This design comes from an exercise in tuning for small area on the open sky130 flow, not from production work.
Function was checked by simulation only, so behaviour that the tests miss may differ from the original.
No activity file was given, so power comes from the tool's default toggle rates.

`design/flow/design.v`:
```
module mgmon_core (
    input  wire         clk,
    input  wire         rst,
    input  wire         cmd_valid,
    output wire         cmd_ready,
    input  wire [39:0]  cmd_word,
    input  wire [511:0] cmd_bytes,
    output reg          rsp_valid,
    output wire [39:0]  rsp_word,
    output reg  [15:0]  a_o,
    output reg          a_oe,
    input  wire [15:0]  a_i,
    output reg  [7:0]   d_o,
    output reg          d_oe,
    input  wire [7:0]   d_i,
    output reg          rw_o,
    output reg          rw_oe,
    input  wire         rw_i,
    output reg          mclk_o,
    output reg          css_o,
    output reg          be_oe,
    input  wire         sync_i,
    input  wire         vp_i,
    output reg          ce_o,
    output reg          ce_oe,
    output reg          we_o,
    output reg          we_oe,
    output reg          oe_o,
    output reg          oe_oe,
    output wire         pgm_o,
    output reg          pgm_oe
);
    localparam OP_INIT  = 4'h0, OP_ESC   = 4'h1, OP_PULSE = 4'h2, OP_BE    = 4'h3,
               OP_TAKE  = 4'h4, OP_SETBP = 4'h5, OP_CLRBP = 4'h6, OP_STEP  = 4'h7,
               OP_READ  = 4'h8, OP_WRITE = 4'h9, OP_START = 4'hA, OP_END   = 4'hB,
               OP_PROG  = 4'hC;
    reg          idle_r;       
    reg          busy_r;       
    reg  [3:0]   op;           
    reg  [4:0]   k;            
    reg  [31:0]  P;            
    reg  [15:0]  bp;
    reg          match;
    reg  [1:0]   st;           
    reg  [511:0] ring;
    assign cmd_ready = idle_r;
    assign pgm_o     = 1'b1;
    wire [3:0]  c_op   = cmd_word[39:36];
    wire [3:0]  c_zero = cmd_word[35:32];
    wire [31:0] c_arg  = cmd_word[31:0];
    wire z0 = !c_arg[0];
    wire z1 = (c_arg[15:1]  == 15'd0);
    wire z2 = (c_arg[23:16] == 8'd0);
    wire z3 = (c_arg[31:24] == 8'd0);
    reg c_ok;
    always @(*) begin
        case (c_op)
            OP_ESC, OP_BE, OP_TAKE: c_ok = z1 & z2 & z3;
            OP_PULSE, OP_PROG:      c_ok = 1'b1;
            OP_SETBP, OP_READ:      c_ok = z2 & z3;
            OP_WRITE:               c_ok = z3;
            OP_INIT, OP_CLRBP, OP_STEP, OP_START, OP_END:
                                    c_ok = z0 & z1 & z2 & z3;
            default:                c_ok = 1'b0;
        endcase
    end
    wire c_legal = c_ok && (c_zero == 4'h0);
    wire [15:0] c_base   = c_arg[15:0];
    wire [15:0] c_len    = c_arg[31:16];
    wire [6:0]  c_sum    = {1'b0, c_base[5:0]} + {1'b0, c_len[5:0]};
    wire        c_req_ok = (c_len[15:7] == 9'd0) &&
                           (c_len[6] ? (c_len[5:0] == 6'd0 && c_base[5:0] == 6'd0)
                                     : (c_len[5:0] != 6'd0 && (!c_sum[6] || c_sum[5:0] == 6'd0)));
    wire c_now = !c_legal || (c_op == OP_SETBP) || (c_op == OP_CLRBP) ||
                 ((c_op == OP_PULSE) && z0 && z1 && z2 && z3) ||
                 ((c_op == OP_PROG) && !c_req_ok);
    wire take  = idle_r && cmd_valid;
    wire start = take && !c_now;
    wire [511:0] ring_rot = {ring[85:0], ring[511:86]};
    always @(posedge clk) ring <= ~((cmd_bytes | {512{busy_r}}) & (ring_rot | {512{idle_r}}));
    wire [7:0]   ring_tap = ring[89:82];
    wire o_init  = (op == OP_INIT);
    wire o_esc   = (op == OP_ESC);
    wire o_be    = (op == OP_BE);
    wire o_pulse = (op == OP_PULSE);
    wire o_tb    = (op == OP_TAKE) || (op == OP_START);    
    wire o_pe    = o_pulse || o_tb;                        
    wire o_start = (op == OP_START);
    wire o_end   = (op == OP_END);
    wire o_step  = (op == OP_STEP);
    wire o_read  = (op == OP_READ);
    wire o_write = (op == OP_WRITE);
    wire o_prog  = (op == OP_PROG);
    wire k1  = (k == 5'd1),  k2  = (k == 5'd2),  k3  = (k == 5'd3),  k4  = (k == 5'd4);
    wire k5  = (k == 5'd5),  k6  = (k == 5'd6),  k7  = (k == 5'd7),  k8  = (k == 5'd8);
    wire k9  = (k == 5'd9),  k10 = (k == 5'd10), k11 = (k == 5'd11), k12 = (k == 5'd12);
    wire k13 = (k == 5'd13), k14 = (k == 5'd14), k15 = (k == 5'd15), k16 = (k == 5'd16);
    wire k17 = (k == 5'd17), k18 = (k == 5'd18), k19 = (k == 5'd19), k20 = (k == 5'd20);
    wire k21 = (k == 5'd21), k22 = (k == 5'd22), k23 = (k == 5'd23), k24 = (k == 5'd24);
    wire k25 = (k == 5'd25), k31 = (k == 5'd31);
    wire p_one    = (P[31:1] == 31'd0) && P[0];
    wire bytes_left = (P[22:16] != 7'd0);
    wire timeout  = !P[22] && !P[21] && !P[17] && P[16];    
    wire pe_loop  = o_pe && k12;                   
    wire pb_next  = o_prog && k17 && bytes_left;   
    wire pb_last  = o_prog && k17 && !bytes_left;  
    wire done = (o_init && k10) || ((o_esc || o_be) && k1) ||
                (o_pulse && k12 && p_one) || ((op == OP_TAKE) && k17) ||
                (o_start && k25) || (o_end && k8) || (o_step && k16) ||
                (o_read && k14) || (o_write && k25) ||
                (o_prog && k23 && (match || timeout));
    wire dec0  = pe_loop || (o_tb && k13);         
    wire dec16 = o_prog && (k16 || k31);
    wire [32:0] brw;
    wire [31:0] P_dec;
    assign brw[0] = dec0;
    genvar gi;
    generate for (gi = 0; gi < 32; gi = gi + 1) begin : g_dec
        assign P_dec[gi] = P[gi] ^ brw[gi];
        if (gi == 15) begin : g_inj
            assign brw[gi+1] = (brw[gi] & !P[gi]) | dec16;
        end else begin : g_chain
            assign brw[gi+1] = brw[gi] & !P[gi];
        end
    end endgenerate
    wire show_a = o_step && !st[0];
    wire show_d = (o_step || o_read) && !st[0];
    wire hit    = (bp != 16'h0000) && (P[15:0] == bp);
    assign rsp_word = {2'b00, st,
                       show_a & hit, show_a & P[26], show_a & !P[24] & P[25], show_a & P[24],
                       8'h00, P[23:16] & {8{show_d}}, P[15:0] & {16{show_a}}};
    always @(posedge clk) begin
        st <= {(take && !c_legal) || (o_prog && k23 && !match && timeout),
               take && (!c_legal || ((c_op == OP_PROG) && !c_req_ok))};
        if (o_prog && k21) match <= (d_i == d_o);
        if (idle_r) begin
            P  <= c_arg;
            op <= ((c_op == OP_TAKE) && z0) ? OP_END : c_op;
        end else begin
            P  <= P_dec;
        end
        if (o_tb && k2)    begin P[3] <= 1'b1; P[1] <= 1'b1; P[0] <= 1'b0; end
        if (o_step && k11) P[24] <= sync_i;
        if (o_step && k12) P[25] <= !vp_i;
        if (o_step && k13) P[26] <= rw_i;
        if (o_step && k14) P[15:0] <= a_i;
        if ((o_step && k15) || (o_read && k13)) P[23:16] <= d_i;
        if ((o_tb && k16) || (o_read && k2) || (o_write && k24)) rw_o <= 1'b1;
        if (o_write && k2) rw_o <= 1'b0;
        if (rst) begin
            idle_r    <= 1'b1;
            busy_r    <= 1'b0;
            k         <= 5'd0;
            bp        <= 16'h0000;
            rsp_valid <= 1'b0;
            a_o       <= 16'h0000;
            a_oe      <= 1'b0;
            d_o       <= 8'h00;
            d_oe      <= 1'b0;
            rw_oe     <= 1'b0;
            mclk_o    <= 1'b0;
            css_o     <= 1'b1;
            be_oe     <= 1'b0;
            ce_o      <= 1'b1;
            ce_oe     <= 1'b0;
            we_o      <= 1'b1;
            we_oe     <= 1'b0;
            oe_o      <= 1'b1;
            oe_oe     <= 1'b0;
            pgm_oe    <= 1'b0;
        end else begin
            idle_r    <= idle_r ? !start : done;
            busy_r    <= idle_r ? start : !done;
            rsp_valid <= done || (take && c_now);
            if (idle_r)
                k <= !start ? 5'd0 :
                     (c_op == OP_PULSE) ? 5'd3 :
                     ((c_op == OP_TAKE) && z0) ? 5'd5 : 5'd1;
            else if (done)
                k <= 5'd0;
            else if (pe_loop && !p_one)
                k <= 5'd3;
            else if (pb_next)
                k <= 5'd6;
            else if (o_prog && k31)
                k <= 5'd19;
            else
                k <= k + 5'd1;
            if (take && c_legal && (c_op == OP_SETBP || c_op == OP_CLRBP || c_op == OP_INIT))
                bp <= c_arg[15:0];
            if ((o_tb && k14) || ((o_read || o_write || o_prog) && k3)) a_o <= P[15:0];
            if (pb_next) a_o[5:0] <= a_o[5:0] + 6'd1;
            if (o_write && k5) d_o <= P[23:16];
            if (o_prog && k6)  d_o <= ring_tap;
            if ((o_init && k1) || (o_end && k5))  a_oe <= 1'b0;
            if ((o_tb && k13) || (o_prog && k1))  a_oe <= 1'b1;
            if ((o_init && k2) || (o_tb && k15) || (o_end && k6) || (o_write && k25) || pb_last)
                d_oe <= 1'b0;
            if ((o_write && k4) || (o_prog && k2)) d_oe <= 1'b1;
            if ((o_init && k3) || (o_end && k7)) rw_oe <= 1'b0;
            if (o_tb && k17)                     rw_oe <= 1'b1;
            if ((o_init && k4) || (o_end && k1)) pgm_oe <= 1'b0;
            if (o_start && k25)                  pgm_oe <= 1'b1;
            if ((o_init && k5) || (o_end && k2)) oe_oe  <= 1'b0;
            if (o_start && k24)                  oe_oe  <= 1'b1;
            if ((o_init && k6) || (o_end && k3)) we_oe  <= 1'b0;
            if (o_start && k23)                  we_oe  <= 1'b1;
            if ((o_init && k7) || (o_end && k4)) ce_oe  <= 1'b0;
            if (o_start && k22)                  ce_oe  <= 1'b1;
            if ((o_init && k8) || (o_end && k8)) be_oe <= 1'b0;
            if (o_tb && k1)                      be_oe <= 1'b1;
            if (o_be && k1)                      be_oe <= !P[0];
            if (o_init && k10) css_o <= 1'b1;
            if (o_tb && k2)    css_o <= 1'b0;
            if (o_esc && k1)   css_o <= P[0];
            if ((o_pe && k3) || (o_step && k6) || (o_read && k4) || (o_write && k6))
                mclk_o <= 1'b1;
            if ((o_pe && k8) || (o_init && k9) || ((o_step || o_read || o_write) && k1) ||
                (o_step && k16) || (o_read && k14) || (o_write && k15))
                mclk_o <= 1'b0;
            if ((o_prog && k4) || (o_prog && k20)) ce_o <= 1'b0;
            if ((o_prog && k18) || (o_prog && k22)) ce_o <= 1'b1;
            if (o_prog && k7)  we_o <= 1'b0;
            if (o_prog && k12) we_o <= 1'b1;
            if (o_prog && k19) oe_o <= 1'b0;
            if (o_prog && k23) oe_o <= 1'b1;
        end
    end
endmodule
```
`design/flow/flow/run.sh`:
```
#!/bin/bash
# Layout flow: the standard ORFS flow (standard.sh, unchanged synthesis),
# with smaller port buffers (buf_1 instead of the default clkdlybuf4s50_1)
# and a clock tree of smaller buffers built without dummy loads. Every port
# still gets a buffer.
set -euo pipefail
export BUFFER_PORTS_ARGS="-buffer_cell sky130_fd_sc_hd__buf_1"
export CTS_ARGS="-sink_clustering_enable -repair_clock_nets -dont_use_dummy_load -buf_list sky130_fd_sc_hd__clkbuf_8 -sink_clustering_size 20 -sink_clustering_max_diameter 60"
bash standard.sh finish > standard_flow.log 2>&1
```
`design/flow/standard.sh`:
```
#!/bin/bash
# synth_recipe.tcl (not shown) runs the flow's synth.tcl, then flattens the netlist and writes it again
# the make line also repeats each setting of config.mk as NAME=value (left out here)
make -C /OpenROAD-flow-scripts/flow DESIGN_CONFIG=/design/flow/config.mk WORK_HOME=/design/flow/orfs CLKGATE_MAP_FILE= SYNTH_SCRIPT=/design/flow/synth_recipe.tcl "${@:-finish}"
```
`design/flow/config.mk`:
```
export PLATFORM = sky130hd
export DESIGN_NAME = mgmon_core
export DESIGN_NICKNAME = mgmon_core
export VERILOG_FILES = /design/flow/design.v
export SDC_FILE = /design/flow/constraint.sdc
export NUM_CORES = 4
export LEC_CHECK = 0
export CAP_MARGIN = 20
export CORE_MARGIN = 2
export CORE_UTILIZATION = 40
export SLEW_MARGIN = 20
```
`design/flow/constraint.sdc`:
```
create_clock -name core_clock -period 10.0 [get_ports {clk}]
set_input_delay 2.0000 -clock core_clock [delete_from_list [all_inputs] [get_ports {clk}]]
set_output_delay 2.0000 -clock core_clock [all_outputs]
set_load 0.01 [all_outputs]
```
==> results of run 1 <==
stage by stage:
| step | utilization | cell area (sq um) |
|---|---|---|
| 2_1_floorplan | - | 20500 |
| 3_3_place_gp | 0.461 | 23200 |
| 3_5_place_dp | 0.461 | 23200 |
| 4_1_cts | 0.474 | 23800 |
| 5_1_grt | 0.474 | 23800 |
| 6_report | 0.475 | 23900 |
state kept, by name, summed over array words and instances, names as in the netlist, 2 cells and up:
name  flops
a_o      16
bp       16
k         5
st        2
P        32
ring    512
d_o       8
op        4
where the power goes:
part / total, mW / internal (mW) / switching (mW)
clock network: 1.18 / 0.413 / 0.765
logic: 0.254 / 0.131 / 0.123
registers: 2.62 / 2.56 / 0.0543
total: 4.05 / 3.11 / 0.942
area by class of cell:
cell class | count | area share
Timing Repair Buffer | 667 | 0.109
Sequential cell | 613 | 0.517
Antenna cell | 13 | 0.00136
Clock buffer | 46 | 0.0265
Inverter | 56 | 0.00881
Multi-Input combinational cell | 1142 | 0.303
Tap cell | 672 | 0.0352
path summary, 6_finish.rpt:
kind                                 to  slack (ns)  cells past startpoint
worst max register to register    P[31]        2.34                     38
worst min-delay path            ring[7]        0.39                      1
worst min register to register  ring[7]        0.39                      1
worst max-delay path              P[31]        2.34                     38
routing by layer:
metal	track usage	share of wire	up-vias
met4	0.0692	0.022	24
met1	0.350	0.43	8317
met3	0.0694	0.076	110
met2	0.427	0.47	652
met5	0	0.0021	-
li1	-	-	8402
cells in the mapped netlist, drive strengths merged, types with 13 or more instances:
master | instances | share of area
clkbuf | 150 | 0.028
o22ai | 515 | 0.16
dfxtp | 608 | 0.60
o21ai | 42 | 0.010
nor4 | 21 | 0.0070
nand2 | 58 | 0.011
nor3 | 30 | 0.0074
mux2i | 16 | 0.0078
a211oi | 13 | 0.0048
nor2 | 82 | 0.015
buf | 24 | 0.0070
xnor2 | 24 | 0.010
a21oi | 88 | 0.022
nand3 | 37 | 0.0091
inv | 56 | 0.010
nand4 | 16 | 0.0049
and2 | 15 | 0.0046
ha | 44 | 0.027
worst max-delay path, delay by kind of cell (launching register included):
family	cells	cell delay [ns]
adder cells (fa/ha/maj)	31	5.77
AND/OR/NAND/NOR	4	0.72
flip-flops	1	0.65
AO/OA/AOI/OAI	2	0.29
XOR/XNOR	1	0.12
kinds of logic (layout without fill, tap and decap cells):
group,after synthesis,after routing,share of synthesized area
buffers and inverters,230,769,0.0449
DFF,613,613,0.603
and+or+nand+nor,325,325,0.0833
AOI/OAI and AO/OA,709,709,0.216
other,2,24,0.000368
xor gates and xnor gates,32,32,0.0137
adders and majority gates,45,45,0.0279
muxes,20,20,0.0100
==> results by group, run 1 <==
Status
  • Status: complete, no violations

Placement
  • Placer Congestion: around 0.9
  • Cell Count Post-Placement: roughly 3200
  • Dpl ws: approximately 2.3 ns
  • Port Buf Inserts: ~650
  • HPWL Detailed: 55.0 mm

Worst hold path
  • Worst hold start: ring[93]
  • Hold Crit Class: reg -> reg

STA
  • Crit path time final: about 7.7 ns
  • Worst-case clock skew: slightly above 0.06 ns
  • Setup TNS: 0 ns
  • Rel. slew slack: 0.257
  • Final setup viols: 0
  • Crit share post-route: 0.766
  • Fin. Hold Viols: 0
  • Worst Slack Setup Final: roughly 2.3 ns
  • WHS: about 0.39 ns
  • Worst-Margin Slew: between 1 and 1.5 ns
  • Max Slew Vio Count: 0
  • Max Freq: 130 MHz
  • Unrepaired setup endpoints after global routing: false

Detailed routing
  • First-pass detailed-route iteration total: 5
  • DRT antenna net count: 0
  • Drt total wl: 73.4 mm
  • Vias/cell: roughly 5.5
  • WL per Instance: 22.9 um
  • DRC Markers: 0
  • Drt initial violations: around 1300
  • DR vias: about 18000

Clocking
  • CTS Buf Count: 46
  • Reg clk slew, reported paths: between 0.1 and 0.15 ns
  • Max clock buf depth: 3
  • CTS tree: built
  • Clock Sinks: slightly above 600
  • Setup Buffers After CTS: 0
  • Hold Buf Count CTS: 0
  • Clk Latency, worst-skew pair: roughly 0.65 ns
  • Post-CTS sizing: 0
  • CTS root buf: clkbuf_8
  • Htree depth: 2

Critical path
  • CP required: between 10 and 15 ns
  • Crit path largest cell delay: around 0.65 ns
  • Most frequent CP cell: ha_1
  • CP Capture Type: register
  • CP startpoint kind: register
  • Critical path class: reg -> reg
  • Critical path startpoint: op[1]
  • Slowest-stage cell, CP: edfxtp_1
  • Reg2reg start: op[1]
  • Crit path max fanout: 18
  • CP Data Arrival Time: 8.15 ns

Die
  • Rows: between 80 and 90
  • Die Y: between 200 and 250 um
  • Initial Util: 0.406
  • I/O Pins: approximately 660
  • Core region area: slightly above 0.05 sq mm
  • Die Wd: 230 um
  • Die Area: between 0.05 and 0.06 sq mm

Logic synthesis
  • Number of synthesized flops with an enable pin: 5
  • Yosys warns: 1
  • Syn Area/Cell: around 10 sq um
  • Cell Area, Synth: ~0.020 sq mm
  • Asr flop ratio synth: 0
  • Seq/Total Area, Yosys: 0.603
  • Mapped Cells: between 1500 and 2000
  • Yosys reg bits: 613
  • Ys flop type: dfxtp_1
  • Distinct cells, synth: between 70 and 80

Finish
  • Area of the multi-input gates: 0.00722 sq mm
  • Fillers: around 5000
  • Highest-count cells in the layout ignoring fill and taps: buf_1, dfxtp_1, o22ai_1
  • Non-filler cells, final: 3209
  • Layout Nets: between 3000 and 4000
  • Most common cell after layout, fill and taps aside: buf_1
  • Share of cells above drive strength 1: 0.0341
  • Synth-to-layout area growth: 16.8%
  • Reg area: between 0.01 and 0.015 sq mm

Global route
  • First-pass GRT wire length: 106 mm
  • GRT Overall Usage: 0.264
  • Initial antenna violation count: 27
  • Largest net degree at the start of global routing: roughly 250
  • Total gr overflow: 0
  • Vias in the first global route: roughly 17000

Power and ir drop
  • Worst IR Drop VDD: 0.000134 V
  • Leakage: 8.76 nW
  • Final Total Pwr: about 4.0 mW
  • Cell area power density: roughly 170 mW/mm^2

Flow run
  • Max_cap viols: 0
==> run 2, diff against run 1 <==
==> design/flow/flow/run.sh (replaced) <==
#!/bin/bash
# Layout flow: the standard ORFS flow (standard.sh, unchanged synthesis),
# with smaller port buffers (buf_1 instead of the default clkdlybuf4s50_1)
# and a clock tree built without dummy loads, from the buffers and sink
# clusters below. Every port still gets a buffer.
set -euo pipefail
export BUFFER_PORTS_ARGS="-buffer_cell sky130_fd_sc_hd__buf_1"
export CTS_ARGS="-sink_clustering_enable -repair_clock_nets -dont_use_dummy_load -buf_list sky130_fd_sc_hd__clkbuf_16 -sink_clustering_size 30 -sink_clustering_max_diameter 80"
bash standard.sh finish > standard_flow.log 2>&1
==> run 2 against run 1 <==
  * Fmax is 0.62% lower
  * Critical path type unchanged
  * Critical endpoint unchanged
  * Clock-buffer cell count decreased by 15
  * Total power increased by 3.4%
==> results by group, run 2 <==
Status
  • Status: complete, no violations

Critical path
  • FF-to-FF path depth: 38 (unchanged)
  • Slowest-stage cell, CP: edfxtp_1
  • CP startpoint kind: register
  • CP Capture Type: register
  • Crit path largest cell delay: 0.67 ns (+0.02 ns)
  • Crit path max fanout: 18 (unchanged)
  • CP Data Arrival Time: 8.12 ns (-0.03 ns)
  • Critical path class: reg -> reg
  • Reg-to-reg slack, setup: 2.29 ns (-0.05 ns)
  • CP required: 10.41 ns (-0.07 ns)
  • Most frequent CP cell: ha_1

STA
  • Worst Slack Setup Final: 2.29 ns (-0.0477 ns)
  • Crit path time final: 7.71 ns (+0.0477 ns)
  • Fin. Hold Viols: 0 (unchanged)
  • Max Freq: 130 MHz (-0.62%)
  • Unrepaired setup endpoints after global routing: false
  • Worst-case clock skew: 0.0605 ns (-0.00106 ns)
  • WHS: 0.369 ns (-0.0229 ns)
  • Max Slew Vio Count: 0 (unchanged)
  • Worst-Margin Slew: 1.14 ns (+0.0214 ns)
  • Setup TNS: 0 ns (unchanged)
  • Final setup viols: 0 (unchanged)
  • Rel. slew slack: 0.243 (-0.0142)
  • Crit share post-route: 0.771 (+0.00477)

Logic synthesis
  • Mapped Cells: 1976 (unchanged)
  • Synth area leaders: dfxtp_1, o22ai_1, clkbuf_1
  • Combinational family with the most area after synthesis: compound AO/OA/AOI/OAI gates
  • Top-area cell type share of the netlist area: 0.596 (unchanged)
  • Asr flop ratio synth: 0 (unchanged)
  • Yosys warns: 1 (unchanged)
  • Area leader, netlist: dfxtp_1
  • Area share of and/or/nand/nor cells after synthesis: 0.0833 (unchanged)
  • Seq/Total Area, Yosys: 0.603 (unchanged)
  • Complex-gate fraction of the synthesized area: 0.216 (unchanged)
  • XOR/XNOR Fraction of Synth Area: 0.0137 (unchanged)
  • Mux contribution to synthesized area: 0.0100 (unchanged)
  • Syn Area/Cell: 10.3 sq um (unchanged)
  • Post-Synth Adder-Cell Area: 0.0279 (unchanged)
  • Most common cell in the netlist: dfxtp_1
  • Yosys reg bits: 613 (unchanged)
  • Post-synth top cells: dfxtp_1, o22ai_1, clkbuf_1
  • Number of synthesized flops with an enable pin: 5 (unchanged)
  • Ys flop type: dfxtp_1
  • Cell Area, Synth: 0.0204 sq mm (unchanged)
  • Distinct cells, synth: 76 (unchanged)

Clocking
  • Reg clk slew, reported paths: 0.11 ns (about the same)
  • CTS tree: built
  • Htree depth: 1 (-1)
  • CTS root buf: clkbuf_16
  • Hold Buf Count CTS: 0 (unchanged)
  • Clk Latency, worst-skew pair: 0.61 ns (-0.04 ns)
  • Post-CTS sizing: 0 (unchanged)
  • Clock Sinks: 613 (unchanged)
  • Setup Buffers After CTS: 0 (unchanged)
  • CTS Buf Count: 31 (-33%)
  • Max clock buf depth: 3 (unchanged)

Finish
  • Share of cells above drive strength 1: 0.0283 (-0.00577)
  • Non-filler cells, final: 3199 (-0.31%)
  • Largest Register: ring
  • Biggest regs: ring x512, P x32
  • Most common cell after layout, fill and taps aside: buf_1
  • Highest-count cells in the layout ignoring fill and taps: buf_1, dfxtp_1, o22ai_1
  • Max reg flops: 512 (unchanged)
  • Post-route cell area: 0.0240 sq mm (+0.65%)
  • Fillers: 4927 (-0.69%)
  • Final Util: 0.478 (+0.00309)
  • Layout Nets: 3138 (-0.48%)
  • Synth-to-layout area growth: 17.6%

Global route
  • GRT Overall Usage: 0.261 (-0.00338)
  • Initial antenna violation count: 27 (unchanged)
  • First-pass GRT wire length: 105 mm (-0.69%)
  • Vias in the first global route: 16600 (-0.99%)
  • Total gr overflow: 0 (unchanged)
  • Largest net degree at the start of global routing: 246 (unchanged)

Placement
  • Placer Congestion: 0.902 (unchanged)
  • Dpl ws: 2.34 ns (unchanged)
  • Placed cell area: 0.0232 sq mm (unchanged)
  • Port Buf Inserts: 651 (unchanged)
  • HPWL Detailed: 55.0 mm (unchanged)
  • Cell Count Post-Placement: 3150 (unchanged)

Detailed routing
  • DRC Markers: 0 (unchanged)
  • WL per Instance: 22.8 um (-0.39%)
  • Vias/cell: 5.48 (+0.50%)
  • First-pass detailed-route iteration total: 7 (+2)
  • DR vias: 17500 (+0.19%)
  • Drt initial violations: 1388 (+9.3%)
  • Drt total wl: 72.9 mm (-0.70%)
  • DRT antenna net count: 0 (unchanged)

Die
  • Die Wd: 230 um (unchanged)
  • I/O Pins: 663 (unchanged)
  • Die Y: 230 um (unchanged)
  • Initial Util: 0.406 (unchanged)
  • Core region area: 0.0503 sq mm (unchanged)
  • Die Area: 0.0529 sq mm (unchanged)
  • Rows: 82 (unchanged)

Flow run
  • Max_cap viols: 0 (unchanged)

Power and ir drop
  • Worst IR Drop VDD: 0.000141 V (+5.6%)
  • Cell area power density: 174 mW/mm^2 (+2.7%)
  • Final Total Pwr: 4.19 mW (+3.4%)
  • Leakage: 8.82 nW (+0.59%)

Worst hold path
  • Hold Crit Class: reg -> reg
  • Hold Path Depth: 1 (unchanged)
-- run 2: cells by family after synthesis --
kind of cell | Yosys count
buffers and inverters | 230
multiplexers | 20
flip-flops | 613
other | 2
AND/OR/NAND/NOR | 325
adder cells (fa/ha/maj) | 45
XOR/XNOR | 32
AO/OA/AOI/OAI | 709
-- run 2: worst paths after layout --
check	endpoint	from
max	P[31]	op[1]
min reg2reg	ring[170]	ring[256]
min	ring[170]	ring[256]
max reg2reg	P[31]	op[1]
-- run 2: final cells by class --
class	instances	area, sq um	share of cell area
Clock buffer	31	776	0.0323
Tap cell	672	841	0.0350
Inverter	56	210	0.00875
Timing Repair Buffer	667	2590	0.108
Multi-Input combinational cell	1142	7220	0.301
Antenna cell	18	45.0	0.00188
Sequential cell	613	12300	0.513
-- run 2: critical path: cells and delay by family (launching register included) --
kind / cells / cell delay (ns)
simple gates: 4 / 0.71
compound gates: 2 / 0.28
flops: 1 / 0.67
fa+ha+maj: 31 / 5.76
xor+xnor: 1 / 0.12
-- run 2: power by group --
part | internal [mW] | switching [mW] | total, mW
clock network | 0.550 | 0.764 | 1.31
registers | 2.56 | 0.0543 | 2.62
logic | 0.131 | 0.123 | 0.253
-- run 2: metal layers --
layer	GRT usage	up-vias	wire, um	share of wire
li1	-	8402	-	-
met1	0.349	8376	31600	0.43
met2	0.424	629	34200	0.47
met3	0.0640	107	5320	0.073
met4	0.0615	24	1620	0.022
met5	0	-	156	0.0021
==> run 3, diff against run 2 <==
--- a/design/flow/flow/run.sh
+++ b/design/flow/flow/run.sh
@@ -7,3 +7,3 @@
 export BUFFER_PORTS_ARGS="-buffer_cell sky130_fd_sc_hd__buf_1"
-export CTS_ARGS="-sink_clustering_enable -repair_clock_nets -dont_use_dummy_load -buf_list sky130_fd_sc_hd__clkbuf_16 -sink_clustering_size 30 -sink_clustering_max_diameter 80"
+export CTS_ARGS="-sink_clustering_enable -repair_clock_nets -dont_use_dummy_load -buf_list sky130_fd_sc_hd__clkbuf_8 -sink_clustering_size 14 -sink_clustering_max_diameter 50"
 bash standard.sh finish > standard_flow.log 2>&1
==> run 3 against run 2 <==
  * Still clean
  * First-iteration DRC count fell by 3.9%
  * Sequential power about the same
  * Critical path depth is the same
  * Worst hold slack got worse by 0.024 ns
  * Critical path type unchanged
  * Largest power group unchanged
  * Highest routed layer unchanged
==> results by group, run 3 <==
Status
  • Status: complete, no violations

Logic synthesis
  • Post-synth top cells: dfxtp_1, o22ai_1, clkbuf_1
  • Syn Area/Cell: 10.3 sq um (unchanged)
  • Yosys warns: 1 (unchanged)
  • Distinct cells, synth: 76 (unchanged)
  • Seq/Total Area, Yosys: 0.603 (unchanged)
  • Asr flop ratio synth: 0 (unchanged)
  • Most common cell in the netlist: dfxtp_1
  • Synth area leaders: dfxtp_1, o22ai_1, clkbuf_1
  • Yosys reg bits: 613 (unchanged)
  • Top-area cell type share of the netlist area: 0.596 (unchanged)
  • Cell Area, Synth: 0.0204 sq mm (unchanged)
  • Ys flop type: dfxtp_1
  • Area leader, netlist: dfxtp_1
  • Mapped Cells: 1976 (unchanged)
  • Number of synthesized flops with an enable pin: 5 (unchanged)

Finish
  • Highest-count cells in the layout ignoring fill and taps: buf_1, dfxtp_1, o22ai_1
  • Final Util: 0.479 (+0.000995)
  • Share of cells above drive strength 1: 0.0394 (+0.0111)
  • Layout Nets: 3167 (+0.92%)
  • Max reg flops: 512 (unchanged)
  • Biggest regs: ring x512, P x32
  • Most common cell after layout, fill and taps aside: buf_1
  • Synth-to-layout area growth: 17.8%
  • Largest Register: ring
  • Non-filler cells, final: 3228 (+0.91%)

Critical path
  • Crit path largest cell delay: 0.66 ns (about the same)
  • FF-to-FF path depth: 38 (unchanged)
  • CP Capture Type: register
  • CP Data Arrival Time: 8.16 ns (+0.04 ns)
  • Slowest-stage cell, CP: edfxtp_1
  • CP required: 10.48 ns (+0.07 ns)
  • Critical path depth: 38 (unchanged)
  • Top Family by Delay on Critical Path: adder cells
  • Critical path class: reg -> reg
  • Crit path max fanout: 18 (unchanged)
  • CP startpoint kind: register
  • Buf/Inv on CP: 0 (unchanged)
  • Most frequent CP cell: ha_1

Global route
  • Initial antenna violation count: 28 (+3.7%)
  • Largest net degree at the start of global routing: 246 (unchanged)
  • First-pass GRT wire length: 106 mm (+1.1%)
  • GRT Overall Usage: 0.265 (+0.00437)
  • Vias in the first global route: 16900 (+1.9%)
  • Total gr overflow: 0 (unchanged)

Flow run
  • Max_cap viols: 0 (unchanged)

STA
  • Crit path time final: 7.68 ns (-0.0274 ns)
  • Final setup viols: 0 (unchanged)
  • Crit share post-route: 0.768 (-0.00274)
  • Fin. Hold Viols: 0 (unchanged)
  • Worst-Margin Slew: 1.23 ns (+0.0929 ns)
  • Unrepaired setup endpoints after global routing: false
  • Rel. slew slack: 0.181 (-0.0620)
  • Max Slew Vio Count: 0 (unchanged)
  • Setup TNS: 0 ns (unchanged)
  • Max Freq: 130 MHz (+0.36%)
  • Worst-case clock skew: 0.0812 ns (+0.0207 ns)
  • Worst Slack Setup Final: 2.32 ns (+0.0274 ns)

Power and ir drop
  • Cell area power density: 175 mW/mm^2 (+0.24%)
  • Final Total Pwr: 4.20 mW (+0.45%)
  • Leakage: 8.86 nW (+0.56%)
  • Worst IR Drop VDD: 0.000130 V (-7.7%)

Die
  • Rows: 82 (unchanged)
  • Die Wd: 230 um (unchanged)
  • Initial Util: 0.406 (unchanged)
  • Die Y: 230 um (unchanged)
  • Die Area: 0.0529 sq mm (unchanged)
  • Core region area: 0.0503 sq mm (unchanged)
  • I/O Pins: 663 (unchanged)

Clocking
  • Clk Latency, worst-skew pair: 0.69 ns (+0.08 ns)
  • Reg clk slew, reported paths: 0.09 ns (-0.02 ns)
  • Setup Buffers After CTS: 0 (unchanged)
  • Clock Sinks: 613 (unchanged)
  • CTS root buf: clkbuf_8
  • Hold Buf Count CTS: 0 (unchanged)
  • Htree depth: 2 (+1)
  • Post-CTS sizing: 0 (unchanged)
  • Max clock buf depth: 3 (unchanged)
  • CTS Buf Count: 60 (+94%)
  • CTS tree: built

Placement
  • HPWL Detailed: 55.0 mm (unchanged)
  • Port Buf Inserts: 651 (unchanged)
  • Cell Count Post-Placement: 3150 (unchanged)
  • Placer Congestion: 0.902 (unchanged)
  • Dpl ws: 2.34 ns (unchanged)

Detailed routing
  • First-pass detailed-route iteration total: 5 (-2)
  • WL per Instance: 22.8 um (+0.16%)
  • DRT antenna net count: 0 (unchanged)
  • Drt total wl: 73.7 mm (+1.1%)
  • Drt initial violations: 1334 (-3.9%)
  • DR vias: 17700 (+0.75%)
  • Vias/cell: 5.47 (-0.16%)
  • DRC Markers: 0 (unchanged)

Worst hold path
  • Hold Crit Class: reg -> reg
  • Hold Path Depth: 1 (unchanged)
-- run 3: cell counts after synthesis --
Identical to the previous run, type by type.
-- run 3: kinds of logic after synthesis --
kind of cell | Yosys count | share of synthesized area
mux | 20 | 0.0100
buf+inv | 230 | 0.0449
compound gates | 709 | 0.216
other cells | 2 | 0.000368
simple gates | 325 | 0.0833
flops | 613 | 0.603
xor+xnor | 32 | 0.0137
fa+ha+maj | 45 | 0.0279
-- run 3: stage by stage --
stage               hold slack, ns  area (sq um)
finish                       0.345         24100
CTS                          0.348         24000
global placement             0.401         23200
floorplan                    0.399         20500
global route                 0.354         24000
detailed placement           0.404         23200
-- run 3: layout make-up --
type / instances / area [sq um]
fill: 4946 / 26200
sequential: 613 / 12300
multi-input combinational: 1142 / 7220
timing repair buffer: 667 / 2590
tap: 672 / 841
clock buffer: 60 / 826
inverter: 56 / 210
antenna: 18 / 45.0
-- run 3: worst paths after layout --
path	from	endpoint	slack (ns)
setup reg to reg	op[1]	P[31]	2.32
setup / recovery	op[1]	P[31]	2.32
hold / removal	ring[510]	ring[424]	0.35
hold reg to reg	ring[510]	ring[424]	0.35
-- run 3: power breakdown --
| group | internal, mW | switching, mW | total, mW |
|---|---|---|---|
| clock | 0.530 | 0.803 | 1.33 |
| sequential | 2.56 | 0.0541 | 2.62 |
| combinational | 0.131 | 0.123 | 0.254 |
-- run 3: metal layers --
| layer | vias to the layer above | GRT usage | routed length (um) |
|---|---|---|---|
| met4 | 24 | 0.0829 | 1880 |
| met5 | - | 0 | 161 |
| met2 | 672 | 0.424 | 34400 |
| li1 | 8449 | - | - |
| met3 | 133 | 0.0716 | 5750 |
| met1 | 8391 | 0.349 | 31500 |
==> run 4, diff against run 3 <==
--- a/design/flow/flow/run.sh
+++ b/design/flow/flow/run.sh
@@ -7,3 +7,3 @@
 export BUFFER_PORTS_ARGS="-buffer_cell sky130_fd_sc_hd__buf_1"
-export CTS_ARGS="-sink_clustering_enable -repair_clock_nets -dont_use_dummy_load -buf_list sky130_fd_sc_hd__clkbuf_8 -sink_clustering_size 14 -sink_clustering_max_diameter 50"
+export CTS_ARGS="-sink_clustering_enable -repair_clock_nets -dont_use_dummy_load -buf_list sky130_fd_sc_hd__clkbuf_4 -sink_clustering_size 10 -sink_clustering_max_diameter 40"
 bash standard.sh finish > standard_flow.log 2>&1
==> run 4 against run 3 <==
  * Routed wire length about the same
  * Fmax is essentially flat
  * Non-clock buffer count unchanged
  * Synthesized area stayed put
  * Combinational power hardly changed
  * Cell count up 0.93%
  * Total power fell by 3.3%
  * Sequential share of layout area is 0.34 points higher
  * Sequential power hardly changed
  * Critical path type unchanged
  * Largest cell class unchanged
==> results by group, run 4 <==
Finish
  • Share of cells above drive strength 1: 0.0499 (+0.0105)
  • Non-filler cells, final: 3258 (+0.93%)
  • Post-route cell area: 0.0239 sq mm (-0.67%)
  • Largest Register: ring
  • Most common cell after layout, fill and taps aside: buf_1
  • Highest-count cells in the layout ignoring fill and taps: buf_1, dfxtp_1, o22ai_1
  • Reg area: 0.0123 sq mm (unchanged)
  • Fillers: 4995 (+0.99%)
  • Area of the multi-input gates: 0.00722 sq mm (unchanged)
  • Biggest regs: ring x512, P x32
  • Max reg flops: 512 (unchanged)
  • Synth-to-layout area growth: 17.0%
  • Layout Nets: 3195 (+0.88%)

Logic synthesis
  • Distinct cells, synth: 76 (unchanged)
  • Mapped Cells: 1976 (unchanged)
  • Top-area cell type share of the netlist area: 0.596 (unchanged)
  • Area leader, netlist: dfxtp_1
  • Most common cell in the netlist: dfxtp_1
  • Syn Area/Cell: 10.3 sq um (unchanged)
  • Yosys reg bits: 613 (unchanged)
  • Synth area leaders: dfxtp_1, o22ai_1, clkbuf_1
  • Yosys warns: 1 (unchanged)
  • Seq/Total Area, Yosys: 0.603 (unchanged)
  • Cell Area, Synth: 0.0204 sq mm (unchanged)
  • Ys flop type: dfxtp_1
  • Asr flop ratio synth: 0 (unchanged)
  • Number of synthesized flops with an enable pin: 5 (unchanged)
  • Post-synth top cells: dfxtp_1, o22ai_1, clkbuf_1

Clocking
  • CTS tree: built
  • Reg clk slew, reported paths: 0.10 ns (about the same)
  • Htree depth: 3 (+1)
  • Hold Buf Count CTS: 0 (unchanged)
  • CTS root buf: clkbuf_4
  • Post-CTS sizing: 0 (unchanged)
  • Max clock buf depth: 3 (unchanged)
  • Clk Latency, worst-skew pair: 0.84 ns (+0.15 ns)
  • Clock Sinks: 613 (unchanged)
  • Setup Buffers After CTS: 0 (unchanged)
  • CTS Buf Count: 88 (+47%)

Global route
  • Gr busiest metal: met2
  • Vias in the first global route: 17100 (+1.0%)
  • Total gr overflow: 0 (unchanged)
  • GR Layer Usage met1: 0.350 (+0.00107)
  • Initial antenna violation count: 30 (+7.1%)
  • First-pass GRT wire length: 107 mm (+0.75%)
  • Met3 GRT Util: 0.0822 (+0.0107)
  • GRT Overall Usage: 0.268 (+0.00258)
  • M2 GR Usage: 0.423 (-0.00104)
  • Largest net degree at the start of global routing: 246 (unchanged)

STA
  • Max Slew Vio Count: 0 (unchanged)
  • Worst-case clock skew: 0.0851 ns (+0.00386 ns)
  • Worst-Margin Slew: 1.10 ns (-0.127 ns)
  • Fin. Hold Viols: 0 (unchanged)
  • Setup TNS: 0 ns (unchanged)
  • Unrepaired setup endpoints after global routing: false
  • Max Freq: 130 MHz (about the same)
  • Rel. slew slack: 0.266 (+0.0846)
  • Crit share post-route: 0.768 (about the same)
  • Crit path time final: 7.68 ns (-0.00262 ns)
  • Final setup viols: 0 (unchanged)

Critical path
  • FF-to-FF path depth: 38 (unchanged)
  • Reg-to-reg slack, setup: 2.32 ns (about the same)
  • Most frequent CP cell: ha_1
  • CP Capture Type: register
  • Crit path largest cell delay: 0.66 ns (about the same)
  • Reg2reg start: op[1]
  • Critical path class: reg -> reg
  • R2R Path End: P[31]
  • CP required: 10.64 ns (+0.16 ns)
  • CP Data Arrival Time: 8.32 ns (+0.16 ns)
  • Slowest-stage cell, CP: edfxtp_1
  • Crit path max fanout: 18 (unchanged)
  • CP startpoint kind: register

Worst hold path
  • Worst hold start: ring[39]
  • Hold Path Depth: 1 (unchanged)
  • Worst Hold End: ring[465]
  • Hold Crit Class: reg -> reg

Power and ir drop
  • Cell area power density: 170 mW/mm^2 (-2.7%)
  • Switching power: 0.967 mW (-1.4%)
  • Comb pwr share: 0.062 (+0.002)
  • Share of power burned in registers: 0.644 (+0.021)
  • Leakage: 8.84 nW (-0.30%)
  • Sw frac: 0.238 (+0.00477)
  • Pint: 3.10 mW (-3.9%)
  • Worst IR Drop VDD: 0.000103 V (-21%)
  • Clock power frac: 0.293 (-0.024)

Placement
  • Placed cell area: 0.0232 sq mm (unchanged)
  • Port Buf Inserts: 651 (unchanged)
  • Placer Congestion: 0.902 (unchanged)
  • HPWL Detailed: 55.0 mm (unchanged)
  • Cell Count Post-Placement: 3150 (unchanged)

Detailed routing
  • Drt initial violations: 1226 (-8.1%)
  • DRT antenna net count: 0 (unchanged)
  • Drt total wl: 73.6 mm (about the same)
  • First-pass detailed-route iteration total: 5 (unchanged)
  • DRC Markers: 0 (unchanged)
  • DR vias: 17800 (+0.92%)
  • WL per Instance: 22.6 um (-0.96%)
  • Vias/cell: 5.47 (about the same)

Die
  • Initial Util: 0.406 (unchanged)
  • Die Wd: 230 um (unchanged)
  • Rows: 82 (unchanged)
  • Core region area: 0.0503 sq mm (unchanged)
  • I/O Pins: 663 (unchanged)
  • Die Area: 0.0529 sq mm (unchanged)
  • Die Y: 230 um (unchanged)

Flow run
  • Max_cap viols: 0 (unchanged)

Status
  • Status: complete, no violations
## run 4: cell counts after synthesis
Identical to the previous run, type by type.
## run 4: through the flow
step	setup WS [ns]	utilization	hold slack, ns	power [mW]
6_report	2.32	0.475	0.369	4.06
5_1_grt	1.94	0.475	0.363	4.25
4_1_cts	2.31	0.474	0.359	4.10
3_5_place_dp	2.34	0.461	0.404	2.92
3_3_place_gp	2.41	0.461	0.401	2.92
2_1_floorplan	3.16	-	0.399	2.78
## run 4: per-layer routing
layer  vias up  part of all wire
li1       8541                 -
met1      8427              0.43
met2       708              0.47
met3       136             0.081
met4        20             0.024
met5         -            0.0017
## run 4: worst max-delay path by stage
stage,start,end,slack [ns],cells past startpoint
5_1_grt,op[1],P[31],1.94,38
2_1_floorplan,op[2],P[31],3.16,39
3_3_place_gp,op[2],P[31],2.41,38
6_report,op[1],P[31],2.32,38
4_1_cts,k[0],P[31],2.31,39
3_5_place_dp,op[1],P[31],2.34,38
## run 4: area by class of cell
| class | count | share of cell area |
|---|---|---|
| repair buffers | 667 | 0.108 |
| flip-flops and latches | 613 | 0.516 |
| diodes | 20 | 0.00209 |
| well taps | 672 | 0.0352 |
| multi-input cells | 1142 | 0.302 |
| inverters | 56 | 0.00879 |
| clock buffers | 88 | 0.0276 |
## run 4: power by group through the flow
stage / registers (mW) / logic (mW) / clock network, mW
6_report: 2.62 / 0.253 / 1.19
5_1_grt: 2.63 / 0.279 / 1.34
4_1_cts: 2.62 / 0.252 / 1.23
3_5_place_dp: 2.67 / 0.251 / 0
3_3_place_gp: 2.67 / 0.245 / 0
2_1_floorplan: 2.65 / 0.130 / 0
## run 4: critical path, delay by kind of cell (launching register included)
family	cells	cell delay (ns)
XOR/XNOR	1	0.12
flip-flops	1	0.66
AND/OR/NAND/NOR	4	0.73
AO/OA/AOI/OAI	2	0.28
adder cells (fa/ha/maj)	31	5.76
## run 4: cell families after synthesis
group,after synthesis,synth area share
AOI/OAI and AO/OA,709,0.216
xor gates and xnor gates,32,0.0137
adders and majority gates,45,0.0279
buffers and inverters,230,0.0449
DFF,613,0.603
muxes,20,0.0100
other,2,0.000368
and+or+nand+nor,325,0.0833
==> run 5, diff against run 4 <==
==> design/flow/flow/run.sh (replaced) <==
#!/bin/bash
# Layout flow: the standard ORFS flow (standard.sh, unchanged synthesis),
# with smaller port buffers (buf_1 instead of the default clkdlybuf4s50_1)
# and a clock tree built without dummy loads. Every port still gets a buffer.
set -euo pipefail
export BUFFER_PORTS_ARGS="-buffer_cell sky130_fd_sc_hd__buf_1"
export CTS_ARGS="-sink_clustering_enable -repair_clock_nets -dont_use_dummy_load"
bash standard.sh finish > standard_flow.log 2>&1
==> run 5 against run 4 <==
  * Still clean on timing, DRC and antenna
  * Synthesized area is the same
  * Routed wire length rose by 0.40%
  * Worst hold slack got worse by 0.0077 ns
  * Utilization grew 2.0 points
  * Clock power grew 71%
  * Clock skew decreased by 0.038 ns
  * Critical path depth is the same
  * Design area rose by 4.1%
  * Synthesized cell count is the same
  * Non-clock buffer count did not move
  * Critical endpoint unchanged
  * Largest cell class unchanged
==> results by group, run 5 <==
Clocking
  • CTS tree: built
  • Htree depth: 3 (unchanged)
  • Setup Buffers After CTS: 0 (unchanged)
  • CTS Buf Count: 66 (-25%)
  • Max clock buf depth: 3 (unchanged)
  • Clk Latency, worst-skew pair: 0.59 ns (-0.25 ns)
  • Hold Buf Count CTS: 0 (unchanged)
  • Reg clk slew, reported paths: 0.06 ns (-0.04 ns)
  • Clock Sinks: 613 (unchanged)
  • Post-CTS sizing: 0 (unchanged)
  • CTS root buf: clkbuf_16

Placement
  • Port Buf Inserts: 651 (unchanged)
  • Cell Count Post-Placement: 3150 (unchanged)
  • Placer Congestion: 0.902 (unchanged)
  • Placed cell area: 0.0232 sq mm (unchanged)
  • HPWL Detailed: 55.0 mm (unchanged)
  • Dpl ws: 2.34 ns (unchanged)

STA
  • Setup TNS: 0 ns (unchanged)
  • Max Freq: 130 MHz (about the same)
  • Rel. slew slack: 0.242 (-0.0236)
  • Worst Slack Setup Final: 2.31 ns (-0.00767 ns)
  • WHS: 0.361 ns (-0.00766 ns)
  • Max Slew Vio Count: 0 (unchanged)
  • Final setup viols: 0 (unchanged)
  • Unrepaired setup endpoints after global routing: false
  • Crit path time final: 7.69 ns (+0.00767 ns)
  • Worst-Margin Slew: 1.14 ns (+0.0353 ns)
  • Fin. Hold Viols: 0 (unchanged)
  • Crit share post-route: 0.769 (about the same)
  • Worst-case clock skew: 0.0468 ns (-0.0383 ns)

Die
  • Die Y: 230 um (unchanged)
  • Core region area: 0.0503 sq mm (unchanged)
  • Initial Util: 0.406 (unchanged)
  • I/O Pins: 663 (unchanged)
  • Rows: 82 (unchanged)
  • Die Area: 0.0529 sq mm (unchanged)
  • Die Wd: 230 um (unchanged)

Power and ir drop
  • Worst IR Drop VDD: 0.000136 V (+32%)
  • Cell area power density: 198 mW/mm^2 (+16%)
  • Final Total Pwr: 4.92 mW (+21%)
  • Leakage: 9.25 nW (+4.6%)

Critical path
  • Reg2reg start: op[1]
  • Most frequent CP cell: ha_1
  • R2R Path End: P[31]
  • CP required: 10.39 ns (-0.25 ns)
  • CP Data Arrival Time: 8.08 ns (-0.24 ns)
  • Reg-to-reg slack, setup: 2.31 ns (about the same)
  • FF-to-FF path depth: 38 (unchanged)
  • CP Capture Type: register
  • CP startpoint kind: register
  • Critical path startpoint: op[1]
  • Critical path class: reg -> reg
  • Slowest-stage cell, CP: edfxtp_1
  • Crit path largest cell delay: 0.65 ns (about the same)
  • Crit path max fanout: 18 (unchanged)

Logic synthesis
  • Synth area leaders: dfxtp_1, o22ai_1, clkbuf_1
  • Asr flop ratio synth: 0 (unchanged)
  • Syn Area/Cell: 10.3 sq um (unchanged)
  • Area leader, netlist: dfxtp_1
  • Area share of and/or/nand/nor cells after synthesis: 0.0833 (unchanged)
  • XOR/XNOR Fraction of Synth Area: 0.0137 (unchanged)
  • Distinct cells, synth: 76 (unchanged)
  • Number of synthesized flops with an enable pin: 5 (unchanged)
  • Ys flop type: dfxtp_1
  • Most common cell in the netlist: dfxtp_1
  • Complex-gate fraction of the synthesized area: 0.216 (unchanged)
  • Cell Area, Synth: 0.0204 sq mm (unchanged)
  • Mux contribution to synthesized area: 0.0100 (unchanged)
  • Seq/Total Area, Yosys: 0.603 (unchanged)
  • Post-synth top cells: dfxtp_1, o22ai_1, clkbuf_1
  • Yosys warns: 1 (unchanged)
  • Top-area cell type share of the netlist area: 0.596 (unchanged)
  • Combinational family with the most area after synthesis: compound AO/OA/AOI/OAI gates
  • Yosys reg bits: 613 (unchanged)
  • Post-Synth Adder-Cell Area: 0.0279 (unchanged)
  • Mapped Cells: 1976 (unchanged)

Detailed routing
  • DRC Markers: 0 (unchanged)
  • First-pass detailed-route iteration total: 6 (+1)
  • DRT antenna net count: 0 (unchanged)
  • Vias/cell: 5.50 (+0.45%)
  • DR vias: 17800 (-0.29%)
  • WL per Instance: 22.9 um (+1.1%)
  • Drt initial violations: 1270 (+3.6%)
  • Drt total wl: 73.9 mm (+0.40%)

Finish
  • Post-route cell area: 0.0249 sq mm (+4.1%)
  • Reg area: 0.0123 sq mm (unchanged)
  • Synth-to-layout area growth: 21.9%
  • Most common cell after layout, fill and taps aside: buf_1
  • Area of the multi-input gates: 0.00722 sq mm (unchanged)
  • Non-filler cells, final: 3234 (-0.74%)
  • Share of cells above drive strength 1: 0.0417 (-0.00822)
  • Largest Register: ring
  • Highest-count cells in the layout ignoring fill and taps: buf_1, dfxtp_1, o22ai_1
  • Final Util: 0.495 (+0.0196)
  • Layout Nets: 3173 (-0.69%)
  • Fillers: 4842 (-3.1%)
  • Biggest regs: ring x512, P x32
  • Max reg flops: 512 (unchanged)

Global route
  • GRT Overall Usage: 0.268 (about the same)
  • M2 GR Usage: 0.425 (+0.00216)
  • First-pass GRT wire length: 107 mm (about the same)
  • GR Layer Usage met1: 0.350 (about the same)
  • Vias in the first global route: 17100 (+0.11%)
  • Gr busiest metal: met2
  • Largest net degree at the start of global routing: 246 (unchanged)
  • Total gr overflow: 0 (unchanged)
  • Initial antenna violation count: 27 (-10%)
  • Met3 GRT Util: 0.0781 (-0.00409)

Worst hold path
  • Worst Hold End: ring[141]
  • Hold Path Depth: 1 (unchanged)
  • Hold Crit Class: reg -> reg
  • Worst hold start: ring[227]

Flow run
  • Max_cap viols: 0 (unchanged)

Status
  • Status: complete, no violations
==> run 5: cell counts after synthesis <==
No cell type changed its count.
==> run 5: cells by family after synthesis <==
group / after synthesis
flops: 613
mux: 20
xor+xnor: 32
simple gates: 325
buf+inv: 230
compound gates: 709
other cells: 2
fa+ha+maj: 45
==> run 5: power by group <==
part / internal (mW) / switching [mW] / total [mW]
registers: 2.57 / 0.0546 / 2.62
clock network: 1.16 / 0.886 / 2.04
logic: 0.131 / 0.124 / 0.254
==> run 5: cell type report <==
class	count	share of cell area
flip-flops and latches	613	0.495
multi-input cells	1142	0.290
repair buffers	667	0.104
clock buffers	66	0.0664
well taps	672	0.0338
inverters	56	0.00845
diodes	18	0.00181
==> run 5: layer usage <==
layer  vias to the layer above  share of wire
met5                         -         0.0019
met4                        22          0.025
met3                       130          0.076
met2                       644           0.47
met1                      8506           0.43
li1                       8478              -
==> run 5: worst max path at each step <==
stage,end
finish,P[31]
global placement,P[31]
global route,P[31]
CTS,P[31]
floorplan,P[31]
detailed placement,P[31]
==> run 5: critical path: cells and delay by family, from the launching register on <==
kind | cells | cell delay [ns]
DFF | 1 | 0.65
adders and majority gates | 31 | 5.74
AOI/OAI and AO/OA | 2 | 0.28
and+or+nand+nor | 4 | 0.71
xor gates and xnor gates | 1 | 0.12
==> run 6, diff against run 5 <==
--- a/design/flow/design.v
+++ b/design/flow/design.v
@@ -13,8 +13,8 @@
     output reg  [7:0]   d_o,
-    output reg          d_oe,
+    output wire         d_oe,
     input  wire [7:0]   d_i,
-    output reg          rw_o,
+    output wire         rw_o,
     output reg          rw_oe,
     input  wire         rw_i,
-    output reg          mclk_o,
+    output wire         mclk_o,
     output reg          css_o,
@@ -23,7 +23,7 @@
     input  wire         vp_i,
-    output reg          ce_o,
+    output wire         ce_o,
     output reg          ce_oe,
-    output reg          we_o,
+    output wire         we_o,
     output reg          we_oe,
-    output reg          oe_o,
+    output wire         oe_o,
     output reg          oe_oe,
@@ -105,3 +105,2 @@
     wire pb_next  = o_prog && k17 && bytes_left;   
-    wire pb_last  = o_prog && k17 && !bytes_left;  
     wire done = (o_init && k10) || ((o_esc || o_be) && k1) ||
@@ -125,2 +124,12 @@
     end endgenerate
+    function in_k(input [4:0] kk, input [4:0] lo, input [4:0] hi);
+        in_k = (kk >= lo) && (kk <= hi);
+    endfunction
+    assign mclk_o = (o_pe && in_k(k, 5'd4, 5'd8)) || (o_step && in_k(k, 5'd7, 5'd16)) ||
+                    (o_read && in_k(k, 5'd5, 5'd14)) || (o_write && in_k(k, 5'd7, 5'd15));
+    assign d_oe   = (o_write && in_k(k, 5'd5, 5'd25)) || (o_prog && in_k(k, 5'd3, 5'd17));
+    assign rw_o   = !(o_write && in_k(k, 5'd3, 5'd24));
+    assign ce_o   = !(o_prog && (in_k(k, 5'd5, 5'd18) || in_k(k, 5'd21, 5'd22)));
+    assign we_o   = !(o_prog && in_k(k, 5'd8, 5'd12));
+    assign oe_o   = !(o_prog && in_k(k, 5'd20, 5'd23));
     wire show_a = o_step && !st[0];
@@ -147,4 +156,2 @@
         if ((o_step && k15) || (o_read && k13)) P[23:16] <= d_i;
-        if ((o_tb && k16) || (o_read && k2) || (o_write && k24)) rw_o <= 1'b1;
-        if (o_write && k2) rw_o <= 1'b0;
         if (rst) begin
@@ -158,12 +165,7 @@
             d_o       <= 8'h00;
-            d_oe      <= 1'b0;
             rw_oe     <= 1'b0;
-            mclk_o    <= 1'b0;
             css_o     <= 1'b1;
             be_oe     <= 1'b0;
-            ce_o      <= 1'b1;
             ce_oe     <= 1'b0;
-            we_o      <= 1'b1;
             we_oe     <= 1'b0;
-            oe_o      <= 1'b1;
             oe_oe     <= 1'b0;
@@ -196,5 +198,2 @@
             if ((o_tb && k13) || (o_prog && k1))  a_oe <= 1'b1;
-            if ((o_init && k2) || (o_tb && k15) || (o_end && k6) || (o_write && k25) || pb_last)
-                d_oe <= 1'b0;
-            if ((o_write && k4) || (o_prog && k2)) d_oe <= 1'b1;
             if ((o_init && k3) || (o_end && k7)) rw_oe <= 1'b0;
@@ -215,13 +214,2 @@
             if (o_esc && k1)   css_o <= P[0];
-            if ((o_pe && k3) || (o_step && k6) || (o_read && k4) || (o_write && k6))
-                mclk_o <= 1'b1;
-            if ((o_pe && k8) || (o_init && k9) || ((o_step || o_read || o_write) && k1) ||
-                (o_step && k16) || (o_read && k14) || (o_write && k15))
-                mclk_o <= 1'b0;
-            if ((o_prog && k4) || (o_prog && k20)) ce_o <= 1'b0;
-            if ((o_prog && k18) || (o_prog && k22)) ce_o <= 1'b1;
-            if (o_prog && k7)  we_o <= 1'b0;
-            if (o_prog && k12) we_o <= 1'b1;
-            if (o_prog && k19) oe_o <= 1'b0;
-            if (o_prog && k23) oe_o <= 1'b1;
         end
==> design/flow/flow/run.sh (replaced) <==
#!/bin/bash
# Layout flow: the standard ORFS flow (standard.sh, unchanged synthesis),
# with smaller port buffers (buf_1 instead of the default clkdlybuf4s50_1)
# and a clock tree built without dummy loads, from the buffers and sink
# clusters below. Every port still gets a buffer.
set -euo pipefail
export BUFFER_PORTS_ARGS="-buffer_cell sky130_fd_sc_hd__buf_1"
export CTS_ARGS="-sink_clustering_enable -repair_clock_nets -dont_use_dummy_load -buf_list sky130_fd_sc_hd__clkbuf_4 -sink_clustering_size 10 -sink_clustering_max_diameter 40"
bash standard.sh finish > standard_flow.log 2>&1
--- a/design/flow/config.mk
+++ b/design/flow/config.mk
@@ -9,3 +9,3 @@
 export CORE_MARGIN = 2
-export CORE_UTILIZATION = 40
+export CORE_UTILIZATION = 60
 export SLEW_MARGIN = 20
==> run 6 against run 5 <==
  * Critical path depth increased by 2
  * Global-route usage increased by 9.5 points
  * Flip-flop and latch count decreased by 6
  * Non-clock buffer count decreased by 1
  * Clock power decreased by 47%
==> results by group, run 6 <==
Detailed routing
  • Vias/cell: 5.93 (+7.9%)
  • First-pass detailed-route iteration total: 5 (-1)
  • Drt total wl: 67.1 mm (-9.2%)
  • Drt initial violations: 1577 (+24%)
  • DR vias: 17800 (-0.16%)
  • WL per Instance: 22.4 um (-1.9%)
  • DRT antenna net count: 0 (unchanged)
  • DRC Markers: 0 (unchanged)

Critical path
  • CP startpoint kind: register
  • Reg-to-reg slack, setup: 1.90 ns (-0.42 ns)
  • Slowest-stage cell, CP: dfxtp_1
  • Critical path class: reg -> reg
  • Crit path largest cell delay: 0.90 ns (+0.25 ns)
  • CP Data Arrival Time: 8.62 ns (+0.54 ns)
  • Crit path max fanout: 27 (+9)
  • Reg2reg start: k[4]
  • CP Capture Type: register
  • CP required: 10.52 ns (+0.13 ns)
  • FF-to-FF path depth: 40 (+5.3%)
  • Most frequent CP cell: ha_1
  • R2R Path End: P[31]

Clocking
  • CTS Buf Count: 77 (+17%)
  • Setup Buffers After CTS: 0 (unchanged)
  • Htree depth: 3 (unchanged)
  • Reg clk slew, reported paths: 0.10 ns (+0.04 ns)
  • Post-CTS sizing: 0 (unchanged)
  • Clock Sinks: 607 (-0.98%)
  • CTS tree: built
  • Clk Latency, worst-skew pair: 0.72 ns (+0.13 ns)
  • CTS root buf: clkbuf_4
  • Hold Buf Count CTS: 0 (unchanged)
  • Max clock buf depth: 3 (unchanged)

Placement
  • Placer Congestion: 0.968 (+7.3%)
  • HPWL Detailed: 50.0 mm (-9.2%)
  • Cell Count Post-Placement: 2899 (-8.0%)
  • Port Buf Inserts: 651 (unchanged)
  • Placed cell area: 0.0228 sq mm (-1.8%)
  • Dpl ws: 2.03 ns (-0.314 ns)

Flow run
  • Max_cap viols: 0 (unchanged)

Finish
  • Reg area: 0.0122 sq mm (-0.96%)
  • Post-route cell area: 0.0234 sq mm (-5.9%)
  • Share of cells above drive strength 1: 0.0458 (+0.00418)
  • Biggest regs: ring x512, P x32
  • Area of the multi-input gates: 0.00722 sq mm (about the same)
  • Fillers: 2787 (-42%)
  • Highest-count cells in the layout ignoring fill and taps: buf_1, dfxtp_1, o22ai_1
  • Most common cell after layout, fill and taps aside: buf_1
  • Max reg flops: 512 (unchanged)
  • Layout Nets: 3159 (-0.44%)
  • Synth-to-layout area growth: 15.4%
  • Largest Register: ring
  • Non-filler cells, final: 2992 (-7.5%)

Logic synthesis
  • Asr flop ratio synth: 0 (unchanged)
  • Syn Area/Cell: 10.4 sq um (+0.73%)
  • Number of synthesized flops with an enable pin: 5 (unchanged)
  • Yosys warns: 1 (unchanged)
  • Cell Area, Synth: 0.0203 sq mm (-0.59%)
  • Area leader, netlist: dfxtp_1
  • Top-area cell type share of the netlist area: 0.594 (-0.00235)
  • Most common cell in the netlist: dfxtp_1
  • Distinct cells, synth: 73 (-3.9%)
  • Post-synth top cells: dfxtp_1, o22ai_1, clkbuf_1
  • Synth area leaders: dfxtp_1, o22ai_1, ha_1
  • Ys flop type: dfxtp_1
  • Mapped Cells: 1950 (-1.3%)
  • Yosys reg bits: 607 (-0.98%)
  • Seq/Total Area, Yosys: 0.601 (-0.00231)

Power and ir drop
  • Leakage: 8.89 nW (-3.8%)
  • Comb pwr share: 0.063 (+0.011)
  • Pint: 3.02 mW (-22%)
  • Switching power: 0.903 mW (-15%)
  • Clock power frac: 0.277 (-0.138)
  • Final Total Pwr: 3.93 mW (-20%)
  • Sw frac: 0.230 (+0.0137)
  • Share of power burned in registers: 0.659 (+0.126)
  • Cell area power density: 168 mW/mm^2 (-15%)
  • Worst IR Drop VDD: 0.000153 V (+12%)

Die
  • Die Y: 188 um (-18%)
  • Core region area: 0.0334 sq mm (-33%)
  • Rows: 67 (-18%)
  • Die Area: 0.0353 sq mm (-33%)
  • Die Wd: 188 um (-18%)
  • I/O Pins: 663 (unchanged)
  • Initial Util: 0.607 (+0.201)

STA
  • Setup TNS: 0 ns (unchanged)
  • Max Slew Vio Count: 0 (unchanged)
  • Worst Slack Setup Final: 1.90 ns (-0.416 ns)
  • Worst-case clock skew: 0.0690 ns (+0.0222 ns)
  • Unrepaired setup endpoints after global routing: false
  • Crit share post-route: 0.810 (+0.0416)
  • Worst-Margin Slew: 1.06 ns (-0.0793 ns)
  • Fin. Hold Viols: 0 (unchanged)
  • Rel. slew slack: 0.295 (+0.0528)
  • Crit path time final: 8.10 ns (+0.416 ns)
  • Final setup viols: 0 (unchanged)
  • Max Freq: 123 MHz (-5.1%)

Worst hold path
  • Hold Path Depth: 1 (unchanged)
  • Hold Crit Class: reg -> reg
  • Worst hold start: ring[171]
  • Worst Hold End: ring[85]

Status
  • Status: complete, no violations

Global route
  • Total gr overflow: 0 (unchanged)
  • GRT Overall Usage: 0.362 (+0.0949)
  • Largest net degree at the start of global routing: 285 (+16%)
  • First-pass GRT wire length: 97.6 mm (-8.8%)
  • Vias in the first global route: 16500 (-3.6%)
  • Initial antenna violation count: 20 (-26%)
-- run 6: cell count changes in the layout (fill, tap and decap cells not counted), moves of 10 or more --
cell / previous run / this run
nor2_1: 82 / 93
a21oi_1: 87 / 56
xnor2_1: 24 / 14
clkbuf_4: 0 / 77
nand3_1: 37 / 12
nor3_1: 30 / 40
mux2i_1: 16 / 43
xor2_1: 8 / 19
and2_1: 15 / 3
clkbuf_16: 66 / 0
-- run 6: how the worst max path moves through the flow --
| stage | depth (start not counted) | slack [ns] | endpoint | startpoint |
|---|---|---|---|---|
| after global routing | 40 | 1.55 | P[31] | k[4] |
| after global placement | 40 | 2.20 | P[31] | k[4] |
| after floorplan | 42 | 2.98 | P[31] | k[1] |
| after detailed placement | 40 | 2.03 | P[31] | k[4] |
| after CTS | 40 | 1.96 | P[31] | k[4] |
| final | 40 | 1.90 | P[31] | k[4] |
-- run 6: final cells by class --
class	instances	share of cell area
Sequential cell	607	0.521
Inverter	58	0.00929
Timing Repair Buffer	666	0.111
Tap cell	448	0.0239
Clock buffer	77	0.0247
Antenna cell	14	0.00150
Multi-Input combinational cell	1122	0.308
-- run 6: stage by stage --
step | hold WS, ns | util
after global routing | 0.366 | 0.700
after CTS | 0.389 | 0.698
final | 0.388 | 0.700
after floorplan | 0.399 | -
after global placement | 0.400 | 0.681
after detailed placement | 0.404 | 0.681
-- run 6: cells by family after synthesis --
kind of cell               after synthesis  share of synthesized area
adders and majority gates               45                     0.0281
AOI/OAI and AO/OA                      683                      0.211
DFF                                    607                      0.601
and+or+nand+nor                        303                     0.0768
xor gates and xnor gates                33                     0.0142
buffers and inverters                  230                     0.0449
other                                    2                   0.000370
muxes                                   47                     0.0234
-- run 6: power by group through the flow --
stage | clock (mW) | sequential (mW) | combinational, mW
global placement | 0 | 2.64 | 0.236
detailed placement | 0 | 2.64 | 0.244
CTS | 1.10 | 2.59 | 0.245
floorplan | 0 | 2.62 | 0.130
global route | 1.21 | 2.60 | 0.274
finish | 1.09 | 2.59 | 0.249
-- run 6: metal layers --
metal / wire length, um / GRT usage
met1: 27600 / 0.473
met2: 31500 / 0.582
met3: 5930 / 0.0938
met4: 1950 / 0.132
met5: 101 / 0
-- run 6: worst max-delay path: cells and delay by family, from the launching register on --
kind                     cells  cell delay (ns)
XOR/XNOR                     1             0.13
adder cells (fa/ha/maj)     31             5.80
AND/OR/NAND/NOR              4             0.51
AO/OA/AOI/OAI                4             0.57
flip-flops                   1             0.90

re-timing with driven ports:
Ports are ideal in the flow. The routed layouts listed here were re-timed in OpenROAD. Step 1 (the two cells are an assumption about what drives the block):
set clk [get_ports {clk}]
set_driving_cell -lib_cell sky130_fd_sc_hd__clkbuf_16 $clk
set_driving_cell -lib_cell sky130_fd_sc_hd__buf_2 [delete_from_list [all_inputs] $clk]
Step 2 moves the port delays by t, midway between the first and last clock arrival at a register: inputs arrive t later, outputs are due t later. That takes back most of the time a late clock gives input paths. Three values: ideal, step 1, step 2; two values: the first two.
run | t (ns) | slack for setup (ns) | hold WS [ns] | pins driven straight from the clock port
run 1 | 0.676 | 2.337 / 2.337 / 2.337 | 0.392 / 0.392 / 0.392 | 1
run 2 | 0.645 | 2.289 / 2.289 / 2.289 | 0.369 / 0.369 / 0.369 | 1
run 3 | 0.710 | 2.317 / 2.317 / 2.317 | 0.345 / 0.345 / 0.345 | 1
run 4 | 0.843 | 2.319 / 2.319 / 2.319 | 0.369 / 0.369 / 0.369 | 1
run 5 | 0.626 | 2.311 / 2.311 / 2.311 | 0.361 / 0.361 / 0.361 | 1
run 6 | 0.736 | 1.896 / 1.896 / 1.896 | 0.388 / 0.388 / 0.388 | 1
After both steps setup and hold are still met in every run listed.
